What follows belongs to an exercise in optimizing a design on an open flow for small area and few clock cycles; a production flow would make more cautious choices. Function was checked by simulation only, so behaviour that the tests miss may differ from the original. Power is estimated from default activity; no workload was simulated.

==> design/flow/design.v <==
module qurv_codec (
    input  wire        clk,
    input  wire        rst,           
    input  wire        step_valid,
    input  wire        step_kind,     
    input  wire [23:0] step_word,
    output reg         done,
    output reg         rdata_valid,
    output reg  [15:0] rdata,
    output wire        tx_valid,
    output wire [7:0]  tx_data,
    input  wire        tx_ready
);
    localparam integer PAYLOAD_MAX = 32;
    localparam integer BODY_MAX    = PAYLOAD_MAX + 6;
    localparam integer RX_BUDGET   = 2 * BODY_MAX + 2;
    localparam [7:0] HOST_ADDR  = 8'h42;
    localparam [7:0] TYPE_READ  = 8'h04;
    localparam [7:0] TYPE_WRITE = 8'h05;
    localparam [7:0] ACK_READ   = 8'h08;
    localparam [7:0] ACK_WRITE  = 8'h03;
    localparam [7:0] START      = 8'h0D;
    localparam [7:0] ENDM       = 8'h0A;
    localparam [7:0] ESC        = 8'h5E;
    localparam [7:0] ESC_OFFSET = 8'h40;
    localparam [2:0] XS_IDLE = 3'd0, XS_BUSY = 3'd1, XS_OK = 3'd2, XS_TIMEOUT = 3'd3,
                     XS_TRANSPORT = 3'd4, XS_CHECKSUM = 3'd5, XS_MALFORMED = 3'd6,
                     XS_ACK = 3'd7;
    localparam [3:0] F_ILLCMD = 4'h1, F_ILLSEQ = 4'h2, F_TXOVF = 4'h4, F_BADIDX = 4'h8;
    localparam [1:0] SK_NONE = 2'd0, SK_READ = 2'd1, SK_WRITE = 2'd2, SK_OTHER = 2'd3;
    localparam [1:0] RS_OFF = 2'd0, RS_HUNT = 2'd1, RS_DATA = 2'd2, RS_ESCD = 2'd3;
    localparam [3:0] TS_START = 4'd0, TS_H0 = 4'd1, TS_H1 = 4'd2, TS_H2 = 4'd3, TS_H3 = 4'd4,
                     TS_PAY = 4'd5, TS_C0 = 4'd6, TS_C1 = 4'd7, TS_END = 4'd8;
    localparam [2:0] TC_DST = 3'd0, TC_TYP = 3'd1, TC_REG = 3'd2, TC_CLRP = 3'd3,
                     TC_PUSH = 3'd4, TC_SEND = 3'd5, TC_RST = 3'd7;
    localparam [2:0] PD_NONE = 3'd0, PD_TX = 3'd1, PD_CRC = 3'd2, PD_PAY = 3'd3, PD_EV = 3'd4,
                     PD_RAW = 3'd5;
    function [15:0] crc16_step;
        input [15:0] c;
        input [7:0]  b;
        integer k;
        reg [15:0] r;
        begin
            r = c ^ {b, 8'h00};
            for (k = 0; k < 8; k = k + 1)
                r = r[15] ? ((r << 1) ^ 16'h1021) : (r << 1);
            crc16_step = r;
        end
    endfunction
    function is_reserved;
        input [7:0] b;
        is_reserved = (b == START) || (b == ENDM) || (b == ESC);
    endfunction
    reg [15:0] crc;
    reg [7:0]  tx_dst, tx_type, tx_reg;
    reg [7:0]  tx_pay [0:PAYLOAD_MAX-1];    
    reg [4:0]  tx_pos0;                     
    reg [5:0]  tx_len;
    reg [15:0] tx_crc;        
    reg [2:0]  xstat;
    reg [3:0]  fault;
    reg [1:0]  sent_kind;
    reg [1:0]  rx_state;
    reg [7:0]  rx_raw [0:RX_BUDGET-1];      
    reg [6:0]  rx_pos0;                     
    reg [6:0]  rx_count;
    reg [5:0]  rx_blen;
    reg        rx_esc [4:BODY_MAX-3];    
    reg [7:0]  rx_b0, rx_b1, rx_b2, rx_b3;    
    reg [15:0] rx_crc_run;                    
    reg [7:0]  rx_h1, rx_h0;                  
    reg        rx_e1, rx_e0;                  
    reg [5:0]  cur_j;
    reg [6:0]  cur_p;
    reg        tx_busy;
    reg [3:0]  tx_st;         
    reg        tx_esc2;       
    reg [4:0]  tx_j;          
    reg [2:0]  pend;
    reg [2:0]  p_op;
    reg [7:0]  p_val;         
    wire [7:0]  op  = step_word[23:16];
    wire [15:0] arg = step_word[15:0];
    wire        z_ok = (arg == 16'h0000);
    wire        b_ok = (arg[15:8] == 8'h00);
    wire [7:0]  imm8 = arg[7:0];
    wire [1:0]  ev_kind = step_word[9:8];
    wire [7:0]  ev_data = step_word[7:0];
    wire cmd_in = step_valid && !step_kind;
    wire [7:0] lo8 = (pend == PD_NONE) ? step_word[7:0] : p_val;
    wire       ev_go   = (step_valid && step_kind) || pend == PD_EV;
    wire [1:0] ev_k    = (pend == PD_EV) ? 2'd0  : ev_kind;
    wire [7:0] ev_b    = lo8;
    wire [6:0] rx_next = (rx_pos0 == RX_BUDGET - 1) ? 7'd0 : rx_pos0 + 7'd1;
    wire       raw_rdy = (rx_count == 7'd0) || (rx_next == rx_count);
    wire       raw_wr  = ev_go && xstat == XS_BUSY && ev_k == 2'd0 && raw_rdy;
    reg  [7:0]  tx_cur;
    always @(*) begin
        case (tx_st)
            TS_H0:   tx_cur = tx_dst;
            TS_H1:   tx_cur = HOST_ADDR;
            TS_H2:   tx_cur = tx_type;
            TS_H3:   tx_cur = tx_reg;
            TS_PAY:  tx_cur = tx_pay[tx_pos0 - tx_j];
            TS_C0:   tx_cur = tx_crc[15:8];
            default: tx_cur = tx_crc[7:0];
        endcase
    end
    wire tx_cur_is_msg = (tx_st != TS_START) && (tx_st <= TS_PAY);
    reg [7:0] tx_wire;
    always @(*) begin
        if (tx_st == TS_START)    tx_wire = START;
        else if (tx_st == TS_END) tx_wire = ENDM;
        else if (tx_esc2)         tx_wire = tx_cur + ESC_OFFSET;
        else                      tx_wire = is_reserved(tx_cur) ? ESC : tx_cur;
    end
    assign tx_valid = tx_busy;
    assign tx_data  = tx_wire;
    wire crc_final = !tx_busy || (tx_st >= TS_C0);
    wire       in_tc  = cmd_in && ((op == 8'h01 && z_ok) ||
                                   (op[7:3] == 5'b00100 &&
                                    ((op[2:0] == 3'd3 || op[2:0] == 3'd5) ? z_ok :
                                     (op[2:0] != 3'd6 && op[2:0] != 3'd7) ? b_ok : 1'b0)));
    wire [2:0] in_tc_op = (op == 8'h01) ? TC_RST : op[2:0];
    wire [2:0] tc_op  = (pend == PD_TX) ? p_op  : in_tc_op;
    wire [7:0] tc_val = lo8;
    wire       push_rdy = tx_len[5] || (tx_len == 6'd0) || (tx_pos0 + 5'd1 == tx_len[4:0]);
    wire       tc_go  = !tx_busy && (tc_op != TC_PUSH || push_rdy) && (in_tc || pend == PD_TX);
    wire       pay_wr = tc_go && tc_op == TC_PUSH && !tx_len[5];
    wire        res_ok  = (xstat == XS_OK) || (xstat == XS_CHECKSUM) || (xstat == XS_ACK);
    wire [5:0]  rx_plen = rx_blen - 6'd6;
    reg [15:0] rd_val;
    always @(*) begin
        case (imm8)
            8'h00: rd_val = {13'd0, xstat};
            8'h01: rd_val = {12'd0, fault};
            8'h02: rd_val = crc;
            8'h03: rd_val = {8'd0, tx_dst};
            8'h04: rd_val = {8'd0, tx_type};
            8'h05: rd_val = {8'd0, tx_reg};
            8'h06: rd_val = {10'd0, tx_len};
            8'h07: rd_val = tx_crc;
            8'h08: rd_val = res_ok ? {8'd0, rx_b0} : 16'h0000;
            8'h09: rd_val = res_ok ? {8'd0, rx_b1} : 16'h0000;
            8'h0A: rd_val = res_ok ? {8'd0, rx_b2} : 16'h0000;
            8'h0B: rd_val = res_ok ? {8'd0, rx_b3} : 16'h0000;
            8'h0C: rd_val = res_ok ? {8'd0, rx_b2} : 16'h0000;
            8'h0D: rd_val = res_ok ? {10'd0, rx_plen} : 16'h0000;
            8'h0E: rd_val = res_ok ? {rx_h1, rx_h0} : 16'h0000;
            8'h0F: rd_val = res_ok ? rx_crc_run : 16'h0000;
            8'h10: rd_val = (xstat == XS_CHECKSUM) ? {8'd0, rx_b0} : 16'h0000;
            8'h11: rd_val = {9'd0, rx_count};
            8'h12: rd_val = {14'd0, rx_state};
            8'h13: rd_val = {10'd0, rx_blen};
            8'h14: rd_val = {14'd0, sent_kind};
            default: rd_val = 16'h0000;
        endcase
    end
    wire        pay_ok  = res_ok && (arg[15:6] == 10'd0) && (arg[5:0] < rx_plen);
    wire [5:0]  pay_t   = rx_blen - 6'd3 - lo8[5:0];
    wire        raw_ok  = (arg[15:7] == 9'd0) && (arg[6:0] < rx_count);
    wire        pay_now  = cmd_in && op == 8'h32 && pay_ok && pay_t == cur_j && raw_even;
    wire        pay_hit  = (pend == PD_PAY) && pay_t == cur_j && raw_even;
    wire        cur_esc  = rx_esc[cur_j];
    wire [6:0]  raw_addr = (pend == PD_PAY) || (pend == PD_NONE && op == 8'h32) ? cur_p :
                           lo8[6:0];
    wire [6:0]  raw_dif  = rx_pos0 - raw_addr;
    wire [6:0]  raw_pl   = (rx_pos0 < raw_addr) ? raw_dif + RX_BUDGET : raw_dif;
    wire        raw_even = !raw_pl[0];
    wire [7:0]  raw_rd   = rx_raw[{raw_pl[6:1], 1'b0}];
    wire [7:0]  pay_byte = cur_esc ? raw_rd - ESC_OFFSET : raw_rd;
    wire [15:0] crc_nx = crc16_step(ev_go ? rx_crc_run : crc, ev_go ? rx_h1 : imm8);
    integer k;
    always @(posedge clk) begin
        for (k = PAYLOAD_MAX - 1; k > 0; k = k - 1)
            tx_pay[k] <= tx_pay[k-1];
        tx_pay[0] <= pay_wr ? tc_val : tx_pay[PAYLOAD_MAX-1];
        tx_pos0   <= (pay_wr && tx_len == 6'd0) ? 5'd0 : tx_pos0 + 5'd1;
        for (k = RX_BUDGET - 1; k > 0; k = k - 1)
            rx_raw[k] <= rx_raw[k-1];
        rx_raw[0] <= raw_wr ? ev_b : rx_raw[RX_BUDGET-1];
        rx_pos0   <= (raw_wr && rx_count == 7'd0) ? 7'd0 : rx_next;
    end
    always @(posedge clk)
        if (step_valid) p_val <= step_word[7:0];
    always @(posedge clk) begin
        if (rst) begin
            crc         <= 16'h0000;
            tx_dst      <= 8'h00;
            tx_type     <= 8'h00;
            tx_reg      <= 8'h00;
            tx_len      <= 6'd0;
            tx_crc      <= 16'h0000;
            xstat       <= XS_IDLE;
            fault       <= 4'h0;
            sent_kind   <= SK_NONE;
            rx_state    <= RS_OFF;
            rx_blen     <= 6'd0;
            rx_count    <= 7'd0;
            tx_busy     <= 1'b0;
            tx_st       <= TS_START;
            tx_esc2     <= 1'b0;
            pend        <= PD_NONE;
            done        <= 1'b0;
            rdata_valid <= 1'b0;
            rdata       <= 16'h0000;
        end else begin
            done        <= 1'b0;
            rdata_valid <= 1'b0;
            rdata       <= 16'h0000;
            if (tx_busy && tx_ready) begin
                case (tx_st)
                    TS_START: tx_st <= TS_H0;
                    TS_END:   tx_busy <= 1'b0;
                    default: begin
                        if (!tx_esc2 && tx_cur_is_msg)
                            tx_crc <= crc16_step(tx_crc, tx_cur);
                        if (!tx_esc2 && is_reserved(tx_cur))
                            tx_esc2 <= 1'b1;
                        else begin
                            tx_esc2 <= 1'b0;
                            case (tx_st)
                                TS_H3: begin
                                    tx_j  <= tx_len[4:0] - 5'd1;
                                    tx_st <= (tx_len == 6'd0) ? TS_C0 : TS_PAY;
                                end
                                TS_PAY: begin
                                    tx_j <= tx_j - 5'd1;
                                    if (tx_j == 5'd0) tx_st <= TS_C0;
                                end
                                default: tx_st <= tx_st + 4'd1;
                            endcase
                        end
                    end
                endcase
            end
            if (pend == PD_CRC && crc_final) begin
                pend        <= PD_NONE;
                done        <= 1'b1;
                rdata_valid <= 1'b1;
                rdata       <= tx_crc;
            end
            if (pend == PD_PAY) begin
                if (pay_hit) begin
                    pend        <= PD_NONE;
                    done        <= 1'b1;
                    rdata_valid <= 1'b1;
                    rdata       <= {8'd0, pay_byte};
                    cur_j       <= cur_j - 6'd1;
                    cur_p       <= cur_p - 7'd1 - cur_esc;
                end else if (pay_t == cur_j) begin
                end else if (pay_t > cur_j) begin
                    cur_j <= rx_blen - 6'd3;
                    cur_p <= rx_count - 7'd4 - rx_e0 - rx_e1;
                end else begin
                    cur_j <= cur_j - 6'd1;
                    cur_p <= cur_p - 7'd1 - cur_esc;
                end
            end
            if (pend == PD_RAW && raw_even) begin
                pend        <= PD_NONE;
                done        <= 1'b1;
                rdata_valid <= 1'b1;
                rdata       <= {8'd0, raw_rd};
            end
            if (in_tc && !tc_go) begin
                pend  <= PD_TX;
                p_op  <= in_tc_op;
            end
            if (tc_go) begin
                pend <= PD_NONE;
                done <= 1'b1;
                case (tc_op)
                    TC_DST:  tx_dst  <= tc_val;
                    TC_TYP:  tx_type <= tc_val;
                    TC_REG:  tx_reg  <= tc_val;
                    TC_CLRP: tx_len  <= 6'd0;
                    TC_PUSH: begin
                        if (tx_len == PAYLOAD_MAX) fault <= fault | F_TXOVF;
                        else begin
                            tx_len <= tx_len + 6'd1;
                        end
                    end
                    TC_SEND: begin
                        if (xstat == XS_BUSY || fault != 4'h0) fault <= fault | F_ILLSEQ;
                        else begin
                            tx_busy    <= 1'b1;
                            tx_st      <= TS_START;
                            tx_esc2    <= 1'b0;
                            tx_crc     <= 16'h0000;
                            sent_kind  <= (tx_type == TYPE_READ)  ? SK_READ  :
                                          (tx_type == TYPE_WRITE) ? SK_WRITE : SK_OTHER;
                            rx_blen    <= 6'd0;
                            rx_count   <= 7'd0;
                            rx_state   <= RS_HUNT;
                            xstat      <= XS_BUSY;
                        end
                    end
                    default: begin  
                        crc         <= 16'h0000;
                        tx_dst      <= 8'h00;
                        tx_type     <= 8'h00;
                        tx_reg      <= 8'h00;
                        tx_len      <= 6'd0;
                        tx_crc      <= 16'h0000;
                        xstat       <= XS_IDLE;
                        fault       <= 4'h0;
                        sent_kind   <= SK_NONE;
                        rx_state    <= RS_OFF;
                        rx_blen     <= 6'd0;
                        rx_count    <= 7'd0;
                    end
                endcase
            end
            if (ev_go && !raw_wr && xstat == XS_BUSY && ev_k == 2'd0) begin
                pend  <= PD_EV;
            end else if (ev_go) begin
                pend <= PD_NONE;
                done <= 1'b1;
                if (xstat == XS_BUSY) begin
                    case (ev_k)
                        2'd0: begin : tp_byte
                            reg closed, overflow, append, escd;
                            reg [7:0] abyte;
                            closed   = 1'b0;
                            overflow = 1'b0;
                            append   = 1'b0;
                            escd     = 1'b0;
                            abyte    = ev_b;
                            rx_count <= rx_count + 7'd1;
                            case (rx_state)
                                RS_HUNT: begin
                                    if (ev_b == START) begin
                                        rx_state   <= RS_DATA;
                                        rx_blen    <= 6'd0;
                                        rx_crc_run <= 16'h0000;
                                    end
                                end
                                RS_DATA: begin
                                    if (ev_b == START) begin
                                        rx_blen    <= 6'd0;
                                        rx_crc_run <= 16'h0000;
                                    end else if (ev_b == ENDM) begin
                                        rx_state <= RS_OFF;
                                        closed   = 1'b1;
                                    end else if (ev_b == ESC) begin
                                        rx_state <= RS_ESCD;
                                    end else if (rx_blen == BODY_MAX) begin
                                        overflow = 1'b1;
                                    end else begin
                                        append = 1'b1;
                                    end
                                end
                                RS_ESCD: begin
                                    if (rx_blen == BODY_MAX) begin
                                        overflow = 1'b1;
                                    end else begin
                                        append   = 1'b1;
                                        escd     = 1'b1;
                                        abyte    = ev_b - ESC_OFFSET;
                                        rx_state <= RS_DATA;
                                    end
                                end
                                default: ;
                            endcase
                            if (append) begin
                                if (rx_blen >= 6'd4 && rx_blen <= BODY_MAX - 3)
                                    rx_esc[rx_blen] <= escd;
                                rx_blen <= rx_blen + 6'd1;
                                rx_h1   <= rx_h0;
                                rx_h0   <= abyte;
                                rx_e1   <= rx_e0;
                                rx_e0   <= escd;
                                if (rx_blen == 6'd0) rx_b0 <= abyte;
                                if (rx_blen == 6'd1) rx_b1 <= abyte;
                                if (rx_blen == 6'd2) rx_b2 <= abyte;
                                if (rx_blen == 6'd3) rx_b3 <= abyte;
                                if (rx_blen >= 6'd2)
                                    rx_crc_run <= crc_nx;
                            end
                            if (closed) begin
                                if (rx_blen < 6'd6) begin
                                    xstat <= XS_MALFORMED;
                                end else begin
                                    cur_j <= rx_blen - 6'd3;
                                    cur_p <= rx_count - 7'd3 - rx_e0 - rx_e1;
                                    if ({rx_h1, rx_h0} == rx_crc_run)
                                        xstat <= XS_OK;
                                    else
                                        xstat <= XS_CHECKSUM;
                                end
                            end else if (overflow) begin
                                xstat    <= XS_MALFORMED;
                                rx_state <= RS_OFF;
                            end else if (rx_count == RX_BUDGET - 1) begin
                                xstat    <= XS_TIMEOUT;
                                rx_state <= RS_OFF;
                            end
                        end
                        2'd1: begin
                            xstat    <= XS_TIMEOUT;
                            rx_state <= RS_OFF;
                        end
                        default: begin
                            xstat    <= XS_TRANSPORT;
                            rx_state <= RS_OFF;
                        end
                    endcase
                end
            end
            if (cmd_in && !in_tc) begin
                done <= 1'b1;
                case (op)
                    8'h00: begin  
                        if (!z_ok) fault <= fault | F_ILLCMD;
                    end
                    8'h02: begin  
                        if (!b_ok) fault <= fault | F_ILLCMD;
                        else if (imm8 == 8'h07 && !crc_final) begin
                            done <= 1'b0;
                            pend <= PD_CRC;
                        end else begin
                            rdata_valid <= 1'b1;
                            rdata       <= rd_val;
                            if (imm8 > 8'h14) fault <= fault | F_BADIDX;
                        end
                    end
                    8'h10: begin  
                        if (!z_ok) fault <= fault | F_ILLCMD;
                        else crc <= 16'h0000;
                    end
                    8'h11: begin  
                        if (!b_ok) fault <= fault | F_ILLCMD;
                        else crc <= crc_nx;
                    end
                    8'h12: begin  
                        if (!z_ok) fault <= fault | F_ILLCMD;
                        else begin
                            rdata_valid <= 1'b1;
                            rdata       <= crc;
                        end
                    end
                    8'h30: begin  
                        if (!z_ok) fault <= fault | F_ILLCMD;
                        else if (xstat == XS_BUSY) fault <= fault | F_ILLSEQ;
                        else begin
                            sent_kind   <= SK_NONE;
                            rx_blen     <= 6'd0;
                            rx_count    <= 7'd0;
                            rx_state    <= RS_HUNT;
                            xstat       <= XS_BUSY;
                        end
                    end
                    8'h31: begin  
                        if (!z_ok) fault <= fault | F_ILLCMD;
                        else if (xstat == XS_OK) begin
                            if (!((sent_kind == SK_READ  && rx_b2 == ACK_READ) ||
                                  (sent_kind == SK_WRITE && rx_b2 == ACK_WRITE)))
                                xstat <= XS_ACK;
                        end
                    end
                    8'h32: begin  
                        if (!pay_ok) begin
                            rdata_valid <= 1'b1;
                            fault       <= fault | F_BADIDX;
                        end else if (pay_now) begin
                            rdata_valid <= 1'b1;
                            rdata       <= {8'd0, pay_byte};
                            cur_j       <= cur_j - 6'd1;
                            cur_p       <= cur_p - 7'd1 - cur_esc;
                        end else begin
                            done  <= 1'b0;
                            pend  <= PD_PAY;
                        end
                    end
                    8'h33: begin  
                        if (!raw_ok) begin
                            rdata_valid <= 1'b1;
                            fault       <= fault | F_BADIDX;
                        end else if (raw_even) begin
                            rdata_valid <= 1'b1;
                            rdata       <= {8'd0, raw_rd};
                        end else begin
                            done  <= 1'b0;
                            pend  <= PD_RAW;
                        end
                    end
                    default: fault <= fault | F_ILLCMD;
                endcase
            end
        end
    end
endmodule
==> design/flow/flow/run.sh <==
#!/bin/bash
# The standard layout (the standard.sh, all steps) with two changes:
# - the port buffers use the smallest buffer cell instead of the default one;
# - clock tree synthesis adds no dummy loads (the same clustering and buffers
#   as config.mk asks for otherwise).
export BUFFER_PORTS_ARGS="-buffer_cell sky130_fd_sc_hd__buf_1"
export CTS_ARGS="-sink_clustering_enable -repair_clock_nets -sink_clustering_size 16 -sink_clustering_max_diameter 40 -buf_list {sky130_fd_sc_hd__clkbuf_4 sky130_fd_sc_hd__clkbuf_8} -dont_use_dummy_load"
bash standard.sh > standard.log 2>&1
==> design/flow/standard.sh <==
#!/bin/bash
# synth_recipe.tcl (not shown) runs the flow's synth.tcl, then flattens the netlist and writes it again
# the make line also repeats each setting of config.mk as NAME=value (left out here)
make -C /OpenROAD-flow-scripts/flow DESIGN_CONFIG=/design/flow/config.mk WORK_HOME=/design/flow/orfs CLKGATE_MAP_FILE= SYNTH_SCRIPT=/design/flow/synth_recipe.tcl "${@:-finish}"
==> design/flow/config.mk <==
export PLATFORM = sky130hd
export DESIGN_NAME = qurv_codec
export DESIGN_NICKNAME = qurv_codec
export VERILOG_FILES = /design/flow/design.v
export SDC_FILE = /design/flow/constraint.sdc
export NUM_CORES = 4
export LEC_CHECK = 0
export CAP_MARGIN = 20
export CORE_MARGIN = 2
export CORE_UTILIZATION = 60
export CTS_BUF_LIST = sky130_fd_sc_hd__clkbuf_4 sky130_fd_sc_hd__clkbuf_8
export CTS_CLUSTER_DIAMETER = 40
export CTS_CLUSTER_SIZE = 16
export PLACE_DENSITY = 0.75
export SLEW_MARGIN = 20
==> design/flow/constraint.sdc <==
create_clock -name core_clock -period 10.0 [get_ports {clk}]
set_input_delay 2.0000 -clock core_clock [delete_from_list [all_inputs] [get_ports {clk}]]
set_output_delay 2.0000 -clock core_clock [all_outputs]
set_load 0.01 [all_outputs]
==> results.yml, run 1 <==
status:
  status: "no timing/DRC/antenna violations"
power:
  cellPowerDensity_mw_per_mm2: 225.2
  intPower_uw: 6297
  seqPwrFrac_pct: 48.8
  p_clk_share_pct: 25.4
  net-switching-power_uw: 3241
  vdd_ir_drop_max_uv: 314.7
  p_leak_uw: 0.01531
  pwr-share-comb_pct: 25.8
  finalPower_uw: 9538
  swShare_pct: 33.98
worst_hold_path:
  holdPathStages: 0
  min_path_type: "flip-flop to flip-flop"
worst_setup_path:
  slowest_stage: "a222oi_1"
  cp.required_ns: 8.00
  reg2reg_depth: 21
  cp.arrival_ns: 6.95
  cpPeakStageDelay_ns: 0.83
  cp-start-kind: "flip-flop"
  crit_path_cell_trace: "inv_1 -> ha_1 -> inv_1 -> fa_1 -> xnor2_2 -> buf_4 -> nor2_1 -> buf_4 -> a22o_1 -> a21oi_1 -> o22ai_1 -> a211oi_1 -> nand4_1 -> a222oi_1 -> inv_1 -> ha_1 -> nor4b_1 -> o211ai_1 -> nand2_1 -> o22ai_1 -> buf_1"
  crit_fanout: 17
  worstSetupPathType: "flip-flop to output port"
  path_common_cell: "inv_1"
  critPathCaptureType: "output port"
routing:
  wire_per_inst_um: 26.33
  avgViaCountPerCell: 6.588
  drc: 0
  via_count: 29746
  drtIter0Drc: 3921
  drtAntennaViolNets: 0
  wirelength_um: 118900
  firstDrtPassIters: 7
yosys:
  avgSynthCellArea_um2: 11.04
  syn_nets: 3682
  synthCells: 3572
  netlist_area_mm2: 0.03943
  yosysSeqAreaShare_pct: 60.95
  synth-edff-count: 127
  async_flop_share_pct: 0
  synth-main-ff-cell: "dfxtp_1"
  ys_warn_count: 3
  yosys_register_bits: 1137
  ys_types: 100
timing:
  finalHoldWorstSlack_ns: 0.2183
  hold_viol: 0
  setup_violations: 0
  fin_crit_sh_pct: 89.50
  setup_tns_ns: 0
  slew_headroom_pct: 14.49
  rsz0062_at_grt: "false"
  worst_pin_slew_ns: 1.271
  period_minus_slack_ns: 8.950
  fin_skew_ns: 0.1345
  clock.fmax_ghz: 0.1117
  slew_violations: 0
finish:
  syn_to_final_growth_pct: 7.409
  fin_nets: 3769
  largest-register: "rx_raw"
  largest_reg_flops: 624
  final_cell_area_mm2: 0.04235
  reg.largest.list: "rx_raw (624), tx_pay (256), rx_esc (32)"
  drive_gt1_share_pct: 8.313
floorplan:
  io_pins: 56
  core-area_mm2: 0.06470
  fp-row-count: 93
  die_w_um: 260.4
  initial_core_util_pct: 60.95
  die_h_um: 260.4
  die_area_mm2: 0.06778
clock_network:
  clk_latency_ns: 0.80
  clock_sinks: 1137
  cts_buffers: 116
  cts_hold_buf: 0
  postCtsSetupBuffers: 0
  clock_path_buffers: 3
  root_buffer: "clkbuf_8"
  ctsHtreeMaxLevel: 3
  ctsResizeCount: 0
  cts_tree: "done"
  clkTransAtPathRegs_ns: 0.09
global_route:
  grt_pass1_vias: 28742
  grt_max_degree: 54
  grt_first_pass_wirelength_um: 176800
  track_usage_pct: 34.49
  antenna_found_initial: 4
  grt-ovfl-total: 0
place:
  io_buffers: 55
  dp_hpwl_um: 85550
  dpl-instance-area_mm2: 0.04074
  gp_congestion: 1.050
flow_run:
  cap_violations: 0
layout make-up:
type	instances	area, um2
inverter	87	326.6
clock buffer	116	1597
fill	5110	22340
antenna	3	7.507
tap	855	1070
multi-input combinational	2187	14550
sequential	1137	24030
timing repair buffer	130	770.7
Yosys cell counts, types with 39 or more instances:
| cell type | instances | area, um2 |
|---|---|---|
| nor3_1 | 78 | 390.4 |
| ha_1 | 76 | 950.9 |
| inv_1 | 86 | 322.8 |
| a31oi_1 | 49 | 306.5 |
| nand2_1 | 226 | 848.3 |
| nor2_1 | 321 | 1205 |
| a21oi_1 | 161 | 805.8 |
| xnor2_1 | 92 | 805.8 |
| edfxtp_1 | 127 | 3814 |
| a211oi_1 | 39 | 292.8 |
| clkbuf_1 | 130 | 488.0 |
| nand3_1 | 97 | 485.5 |
| xor2_1 | 40 | 350.3 |
| a221oi_1 | 52 | 455.4 |
| o21ai_0 | 160 | 800.8 |
| a222oi_1 | 43 | 430.4 |
| dfxtp_1 | 1010 | 20220 |
| mux2i_1 | 41 | 410.4 |
| a22oi_1 | 168 | 1261 |
routing by layer:
metal / up-vias / routed length [um] / part of all wire, % / global-route usage, %
li1: 13210 / - / - / -
met4: 0 / 6552 / 5.5 / 17.30
met1: 14322 / 47980 / 40 / 45.69
met3: 416 / 11290 / 9.5 / 7.090
met5: - / 0 / 0 / 0
met2: 1798 / 53080 / 45 / 53.95
path summary, 6_finish.rpt:
check                                      startpoint                     to  slack (ns)
worst min-delay path            rx_raw[67][0]$_DFF_P_  rx_raw[68][0]$_DFF_P_        0.22
worst min register to register  rx_raw[67][0]$_DFF_P_  rx_raw[68][0]$_DFF_P_        0.22
worst max-delay path            tx_pos0[0]$_SDFF_PP0_             tx_data[0]        1.05
worst max register to register     pend[2]$_SDFF_PP0_    rdata[6]$_SDFF_PP0_        2.80
cells in the final DEF, fill, tap and decap left out, types with 14 or more instances in the layout:
master,n
a221oi_1,52
a21o_1,22
a222oi_1,43
a31oi_1,49
o22ai_1,16
buf_1,54
buf_4,75
xor2_1,40
o211ai_1,14
nand2_1,226
xnor2_1,91
clkbuf_8,116
nand2b_1,24
and2_1,19
ha_1,76
dfxtp_1,1010
nand3_1,97
mux2_2,25
o21ai_0,160
nor2_1,318
edfxtp_1,127
a22oi_1,168
nor2b_1,25
nand4_1,34
a211oi_1,33
and3_1,26
a22o_1,32
nor4_1,23
a32oi_1,15
inv_1,86
a21oi_1,161
o221ai_1,15
mux2i_1,40
nor3_1,71
per-stage QoR:
step | worst slack [ns] | utilization [%] | instances
floorplan | 2.074 | - | 3572
global placement | 1.222 | 62.96 | 4396
detailed placement | 0.9310 | 62.97 | 4396
CTS | 1.182 | 65.43 | 4512
global route | 0.7601 | 65.46 | 4514
finish | 1.050 | 65.46 | 4515
power groups by stage:
stage                     logic, uW  clock network, uW  registers, uW
after detailed placement       2340                  0           4760
final                          2460               2430           4650
after global routing           2580               2630           4660
after CTS                      2350               2460           4650
after global placement         2290                  0           4760
after floorplan                1550                  0           4740
kinds of logic after synthesis:
| family | Yosys count | share of synthesized area, % |
|---|---|---|
| adder cells (fa/ha/maj) | 81 | 2.665 |
| AND/OR/NAND/NOR | 957 | 11.49 |
| AO/OA/AOI/OAI | 932 | 16.79 |
| flip-flops | 1137 | 60.95 |
| XOR/XNOR | 137 | 3.138 |
| buffers and inverters | 248 | 2.465 |
| multiplexers | 80 | 2.504 |
critical path, delay by kind of cell (launching register included):
family,cells,cell delay [ns]
DFF,1,0.38
AOI/OAI and AO/OA,7,2.47
and+or+nand+nor,4,0.66
adders and majority gates,3,0.86
xor gates and xnor gates,1,0.74
buffers and inverters,6,1.02
Testbench counts, summed over its fixed seeds: cycles 56,530.
==> run 2, diff against run 1 <==
==> design/flow/flow/run.sh (replaced) <==
#!/bin/bash
# The standard layout (the standard.sh, all steps) with two changes:
# - the port buffers use the smallest buffer cell instead of the default one;
# - clock tree synthesis adds no dummy loads (the same clustering and buffers
#   as config.mk asks for otherwise).
export BUFFER_PORTS_ARGS="-buffer_cell sky130_fd_sc_hd__buf_1"
export CTS_ARGS="-sink_clustering_enable -repair_clock_nets -sink_clustering_size 20 -sink_clustering_max_diameter 50 -buf_list {sky130_fd_sc_hd__clkbuf_4 sky130_fd_sc_hd__clkbuf_8} -dont_use_dummy_load"
bash standard.sh > standard.log 2>&1
--- a/design/flow/config.mk
+++ b/design/flow/config.mk
@@ -9,7 +9,7 @@
 export CORE_MARGIN = 2
 export CORE_UTILIZATION = 60
 export CTS_BUF_LIST = sky130_fd_sc_hd__clkbuf_4 sky130_fd_sc_hd__clkbuf_8
-export CTS_CLUSTER_DIAMETER = 40
-export CTS_CLUSTER_SIZE = 16
+export CTS_CLUSTER_DIAMETER = 50
+export CTS_CLUSTER_SIZE = 20
 export PLACE_DENSITY = 0.75
 export SLEW_MARGIN = 20
==> run 2 against run 1 <==
Compared with the run above: design area down 0.89%; global-route usage down 0.092 points; clock power down 12%; synthesized area unchanged; worst setup slack better by 0.049 ns; via count down 0.47%; largest cell class unchanged; wire length down 0.21%; largest power group unchanged.
==> results.yml, run 2 <==
routing:
  drc: 0
  wire_per_inst_um: 26.45
  wirelength_um: 118700
  firstDrtPassIters: 11
  via_count: 29606
  drtIter0Drc: 3923
  avgViaCountPerCell: 6.600
  drtAntennaViolNets: 0
yosys:
  synth_top_area_share_pct: 51.28
  netlist_area_mm2: 0.03943
  async_flop_share_pct: 0
  synthCells: 3572
  synthMostInstantiatedCell: "dfxtp_1"
  synth_largest_area_cell: "dfxtp_1"
  yosysSeqAreaShare_pct: 60.95
  avgSynthCellArea_um2: 11.04
  ys_types: 100
  synth-main-ff-cell: "dfxtp_1"
  ys_warn_count: 3
  syn_nets: 3682
  synthTopCellsByCount: "dfxtp_1, nor2_1, nand2_1, a22oi_1, a21oi_1"
  ys_top_cells_by_area: "dfxtp_1, edfxtp_1, a22oi_1, nor2_1, ha_1"
  synth-edff-count: 127
  yosys_register_bits: 1137
finish:
  utilization_pct: 64.88
  largest-register: "rx_raw"
  n_fill_cell: 5150
  final_common_cell: "dfxtp_1"
  reg.largest.list: "rx_raw (624), tx_pay (256), rx_esc (32)"
  largest_reg_flops: 624
  fin_nets: 3742
  layout_common_cells: "dfxtp_1, nor2_1, nand2_1"
  syn_to_final_growth_pct: 6.454
  drive_gt1_share_pct: 7.631
global_route:
  antenna_found_initial: 3
  grt-ovfl-total: 0
  grt_first_pass_wirelength_um: 176200
  track_usage_pct: 34.40
  grt_max_degree: 54
  grt_pass1_vias: 28527
timing:
  fin_skew_ns: 0.1060
  fin_crit_sh_pct: 89.02
  setup_tns_ns: 0
  period_minus_slack_ns: 8.902
  slew_violations: 0
  worst_pin_slew_ns: 1.287
  setup_violations: 0
  rsz0062_at_grt: "false"
  slew_headroom_pct: 13.43
  clock.fmax_ghz: 0.1123
  hold_viol: 0
clock_network:
  clock_sinks: 1137
  cts_hold_buf: 0
  ctsHtreeMaxLevel: 3
  cts_tree: "done"
  root_buffer: "clkbuf_8"
  clk_latency_ns: 0.74
  clkTransAtPathRegs_ns: 0.12
  postCtsSetupBuffers: 0
  cts_buffers: 89
  clock_path_buffers: 3
  ctsResizeCount: 0
floorplan:
  die_area_mm2: 0.06778
  die_h_um: 260.4
  die_w_um: 260.4
  fp-row-count: 93
  initial_core_util_pct: 60.95
  core-area_mm2: 0.06470
  io_pins: 56
worst_setup_path:
  cp-start-kind: "flip-flop"
  cp.required_ns: 8.00
  critPathCaptureType: "output port"
  reg2reg_depth: 24
  crit_fanout: 17
  worstSetupPathType: "flip-flop to output port"
  cp.arrival_ns: 6.90
place:
  dp_hpwl_um: 85550
  io_buffers: 55
  gp_congestion: 1.050
worst_hold_path:
  min_path_type: "flip-flop to flip-flop"
  holdPathStages: 0
power:
  cellPowerDensity_mw_per_mm2: 220.6
  p_leak_uw: 0.01512
  vdd_ir_drop_max_uv: 315.0
flow_run:
  cap_violations: 0
status:
  status: "no timing/DRC/antenna violations"
[run 2: logic make-up (layout without fill, tap and decap cells)]
| group | Yosys count | count (layout) | share of synthesized area, % |
|---|---|---|---|
| compound gates | 932 | 932 | 16.79 |
| simple gates | 957 | 957 | 11.49 |
| buf+inv | 248 | 306 | 2.465 |
| fa+ha+maj | 81 | 81 | 2.665 |
| xor+xnor | 137 | 137 | 3.138 |
| other cells | 0 | 1 | 0 |
| flops | 1137 | 1137 | 60.95 |
| mux | 80 | 80 | 2.504 |
[run 2: metal layers]
layer	share of wire, %	up-vias	global-route usage, %
li1	-	13149	-
met1	40	14211	45.68
met2	44	1797	53.66
met3	9.4	447	7.042
met4	6.0	2	17.37
met5	0.010	-	0
[run 2: area by class of cell]
type	instances	area (um2)	area share (%)
antenna	1	2.502	0.005961
clock buffer	89	1225	2.918
inverter	87	326.6	0.7780
multi-input combinational	2187	14550	34.66
sequential	1137	24030	57.25
tap	855	1070	2.549
timing repair buffer	130	770.7	1.836
[run 2: power breakdown]
part           internal (uW)  switching [uW]  total [uW]  leakage (uW)
clock                    796            1360        2150      0.000640
sequential              4620            30.5        4650       0.00933
combinational            653            1800        2460       0.00515
[run 2: final timing paths]
kind                                       startpoint                     to  slack (ns)
worst max-delay path            tx_pos0[0]$_SDFF_PP0_             tx_data[1]        1.10
worst min-delay path            rx_raw[73][2]$_DFF_P_  rx_raw[74][2]$_DFF_P_        0.25
worst max register to register     pend[2]$_SDFF_PP0_    rdata[6]$_SDFF_PP0_        2.86
worst min register to register  rx_raw[73][2]$_DFF_P_  rx_raw[74][2]$_DFF_P_        0.25
[run 2: worst max-delay path: stages, from the launching register on]
cell and delay, ns:
dfxtp_1 0.38, inv_1 0.08, ha_1 0.16, inv_1 0.06, fa_1 0.47, xnor2_2 0.74
buf_4 0.30, nor2_1 0.14, buf_4 0.26, a22o_1 0.26, a21oi_1 0.14, o22ai_1 0.09
a211oi_1 0.24, nand4_1 0.19, a222oi_1 0.83, inv_1 0.11, ha_1 0.22, nor4b_1 0.17
o211ai_1 0.74, nand2_1 0.19, nor2_1 0.15, a21oi_1 0.05, buf_1 0.16
[run 2: metrics by stage]
step | hold slack (ns) | worst slack, ns | instances | total power [uW] | area (um2)
global route | 0.2508 | 0.7949 | 4486 | 9574 | 41980
global placement | 0.3097 | 1.222 | 4396 | 7043 | 40730
floorplan | 0.3096 | 2.074 | 3572 | 6289 | 39430
detailed placement | 0.3121 | 0.9310 | 4396 | 7100 | 40740
finish | 0.2537 | 1.098 | 4486 | 9262 | 41980
CTS | 0.2566 | 1.228 | 4485 | 9183 | 41960
==> run 3, diff against run 2 <==
--- a/design/flow/design.v
+++ b/design/flow/design.v
@@ -114,7 +114,6 @@
         else if (tx_esc2)         tx_wire = tx_cur + ESC_OFFSET;
         else                      tx_wire = is_reserved(tx_cur) ? ESC : tx_cur;
     end
-    assign tx_valid = tx_busy;
     assign tx_data  = tx_wire;
     wire crc_final = !tx_busy || (tx_st >= TS_C0);
     wire       in_tc  = cmd_in && ((op == 8'h01 && z_ok) ||
@@ -127,6 +126,8 @@
     wire       push_rdy = tx_len[5] || (tx_len == 6'd0) || (tx_pos0 + 5'd1 == tx_len[4:0]);
     wire       tc_go  = !tx_busy && (tc_op != TC_PUSH || push_rdy) && (in_tc || pend == PD_TX);
     wire       pay_wr = tc_go && tc_op == TC_PUSH && !tx_len[5];
+    wire   send_now = tc_go && tc_op == TC_SEND && xstat != XS_BUSY && fault == 4'h0;
+    assign tx_valid = tx_busy || send_now;
     wire        res_ok  = (xstat == XS_OK) || (xstat == XS_CHECKSUM) || (xstat == XS_ACK);
     wire [5:0]  rx_plen = rx_blen - 6'd6;
     reg [15:0] rd_val;
@@ -211,7 +212,10 @@
             if (tx_busy && tx_ready) begin
                 case (tx_st)
                     TS_START: tx_st <= TS_H0;
-                    TS_END:   tx_busy <= 1'b0;
+                    TS_END: begin
+                        tx_busy <= 1'b0;
+                        tx_st   <= TS_START;
+                    end
                     default: begin
                         if (!tx_esc2 && tx_cur_is_msg)
                             tx_crc <= crc16_step(tx_crc, tx_cur);
@@ -285,7 +289,7 @@
                         if (xstat == XS_BUSY || fault != 4'h0) fault <= fault | F_ILLSEQ;
                         else begin
                             tx_busy    <= 1'b1;
-                            tx_st      <= TS_START;
+                            tx_st      <= tx_ready ? TS_H0 : TS_START;
                             tx_esc2    <= 1'b0;
                             tx_crc     <= 16'h0000;
                             sent_kind  <= (tx_type == TYPE_READ)  ? SK_READ  :
==> run 3 against run 2 <==
Compared with the run above: still clean; global-route usage shrank 1.1 points; utilization shrank 0.28 points; clock power grew 3%; wire length is essentially flat; die area grew 1.7%; register-to-register slack lost 0.43 ns; final cell count grew 2.7%; clock skew shrank 0.013 ns; hold slack gained 0.0064 ns.
==> results.yml, run 3 <==
finish:
  largest_reg_flops: 624
  regArea_mm2: 0.02403
  layout_common_cells: "dfxtp_1, nor2_1, nand2_1"
  fin_nets: 3856
  n_fill_cell: 5277
  final_cells: 4608
  multi_input_area_mm2: 0.01502
  final_common_cell: "dfxtp_1"
  drive_gt1_share_pct: 7.318
  diodes: 0
  largest-register: "rx_raw"
  reg.largest.list: "rx_raw (624), tx_pay (256), rx_esc (32)"
  syn_to_final_growth_pct: 6.260
timing:
  slew_headroom_pct: 20.19
  setup_tns_ns: 0
  fin_crit_sh_pct: 87.39
  finalHoldWorstSlack_ns: 0.2601
  clock.fmax_ghz: 0.1144
  worst_pin_slew_ns: 1.188
  fin_ws_ns: 1.261
  fin_skew_ns: 0.09278
  setup_violations: 0
  slew_violations: 0
  rsz0062_at_grt: "false"
  period_minus_slack_ns: 8.739
  hold_viol: 0
yosys:
  syn_nets: 3819
  yosys_register_bits: 1137
  ys_warn_count: 3
  synth-edff-count: 127
  netlist_area_mm2: 0.04012
  async_flop_share_pct: 0
  synth-main-ff-cell: "dfxtp_1"
  avgSynthCellArea_um2: 10.82
  ys_types: 101
  synth_largest_area_cell: "dfxtp_1"
  synthMostInstantiatedCell: "dfxtp_1"
  synthCells: 3709
  yosysSeqAreaShare_pct: 59.91
  ys_top_cells_by_area: "dfxtp_1, edfxtp_1, nor2_1, a22oi_1, ha_1"
  synth_top_area_share_pct: 50.40
  synthTopCellsByCount: "dfxtp_1, nor2_1, nand2_1, a21oi_1, clkbuf_1"
flow_run:
  cap_violations: 0
routing:
  via_count: 30338
  drtIter0Drc: 4395
  avgViaCountPerCell: 6.584
  wirelength_um: 118700
  firstDrtPassIters: 7
  drtAntennaViolNets: 0
  wire_per_inst_um: 25.75
  drc: 0
clock_network:
  clk_latency_ns: 0.75
  cts_tree: "done"
  clock_sinks: 1137
  clkTransAtPathRegs_ns: 0.11
  clock_path_buffers: 3
  cts_buffers: 94
  cts_hold_buf: 0
  postCtsSetupBuffers: 0
  ctsResizeCount: 0
  root_buffer: "clkbuf_8"
  ctsHtreeMaxLevel: 3
place:
  dp.cells: 4514
  dp_hpwl_um: 83800
  gp_congestion: 1.029
  io_buffers: 55
  dp_worst_setup_slack_ns: 0.7999
worst_setup_path:
  path_buf_inv: 5
  critPathCaptureType: "flip-flop"
  cp.arrival_ns: 9.33
  worstSetupPathType: "input pin to flip-flop"
  cp.required_ns: 10.59
  critical_path.top_delay_family: "simple AND/OR/NAND/NOR gates"
  cp-start-kind: "input pin"
  cpPeakStageDelay_ns: 0.73
  crit_fanout: 17
  slowest_stage: "nor3_1"
floorplan:
  io_pins: 56
  fp-row-count: 94
  die_h_um: 262.6
  core-area_mm2: 0.06598
  die_w_um: 262.6
  initial_core_util_pct: 60.80
  die_area_mm2: 0.06894
worst_hold_path:
  min_path_type: "flip-flop to flip-flop"
global_route:
  track_usage_pct: 33.31
  grt_max_degree: 71
  antenna_found_initial: 1
  grt_pass1_vias: 27825
  grt_first_pass_wirelength_um: 176200
  grt-ovfl-total: 0
power:
  finalPower_uw: 7251
  vdd_ir_drop_max_uv: 167.8
  cellPowerDensity_mw_per_mm2: 170.1
  p_leak_uw: 0.01556
status:
  status: "no timing/DRC/antenna violations"
[run 3: changes by cell type after synthesis, moves of 12 or more]
cell,before,now
a21oi_1,161,179
a22oi_1,168,135
a31oi_1,49,30
clkbuf_1,130,156
nand2_1,226,212
nand3_1,97,143
nand4_1,34,147
nor2b_1,25,13
o21ai_0,160,143
o221ai_1,15,3
[run 3: power by group]
group,switching (uW),internal [uW],total [uW]
combinational,304,116,420
sequential,8.03,4610,4620
clock,1380,838,2210
[run 3: path summary, 6_finish.rpt]
| kind | from | to | slack, ns | cells past startpoint |
|---|---|---|---|---|
| max | step_word[18] | rdata[7]$_SDFF_PP0_ | 1.26 | 27 |
| min reg2reg | rx_raw[1][1]$_DFF_P_ | rx_raw[2][1]$_DFF_P_ | 0.26 | 0 |
| min | rx_raw[1][1]$_DFF_P_ | rx_raw[2][1]$_DFF_P_ | 0.26 | 0 |
| max reg2reg | pend[2]$_SDFF_PP0_ | rdata[7]$_SDFF_PP0_ | 2.43 | 22 |
[run 3: logic make-up after synthesis]
| group | count (synthesis) | synth area share [%] |
|---|---|---|
| AND/OR/NAND/NOR | 1113 | 13.83 |
| adder cells (fa/ha/maj) | 81 | 2.620 |
| multiplexers | 87 | 2.639 |
| buffers and inverters | 295 | 2.888 |
| XOR/XNOR | 134 | 3.016 |
| AO/OA/AOI/OAI | 862 | 15.10 |
| flip-flops | 1137 | 59.91 |
[run 3: per-stage QoR]
stage / utilization [%] / area (um2)
final: 64.61 / 42630
after global routing: 64.61 / 42630
after CTS: 64.59 / 42620
after detailed placement: 62.63 / 41330
after global placement: 62.61 / 41310
after floorplan: - / 40120
[run 3: layout make-up]
class	count	share of cell area, %
clock buffers	94	3.035
inverters	98	0.8630
multi-input cells	2277	35.24
flip-flops and latches	1137	56.38
well taps	864	2.536
repair buffers	138	1.943
[run 3: layer usage]
metal  track usage (%)  routed length, um  up-vias
li1                  -                  -    13617
met2             48.48              50160     1822
met5                 0                  0        -
met3             6.878              13310      309
met4             13.22               4554        0
met1             48.59              50650    14590
Testbench counts of run 3, summed over its fixed seeds: cycles 56,132.

==> static timing again, ports no longer ideal <==
In the flow no input, the clock included, has a driving cell. The finished layouts below were timed again as built, in two steps.
Step 1: set_driving_cell puts a clkbuf_16 on clk and a buf_2 on each other input, an assumption about the parent block.
Step 2 also shifts input and output timing later by t, the mid clock arrival at the registers, as if the neighbouring blocks saw the same clock.
Three values: ideal, step 1, step 2; two values: the first two.
run	shift t [ns]	setup slack, ns	pins driven straight from the clock port
run 1	0.794	1.050 / 0.986 / 0.706	1
run 2	0.760	1.098 / 1.030 / 0.804	1
run 3	0.760	1.261 / 1.301 / 0.541	1
After both steps every run listed still meets setup and hold. For run 3, which loses most, drivers alone change the setup slack by +0.040 ns; drivers and shift together by -0.720 ns.
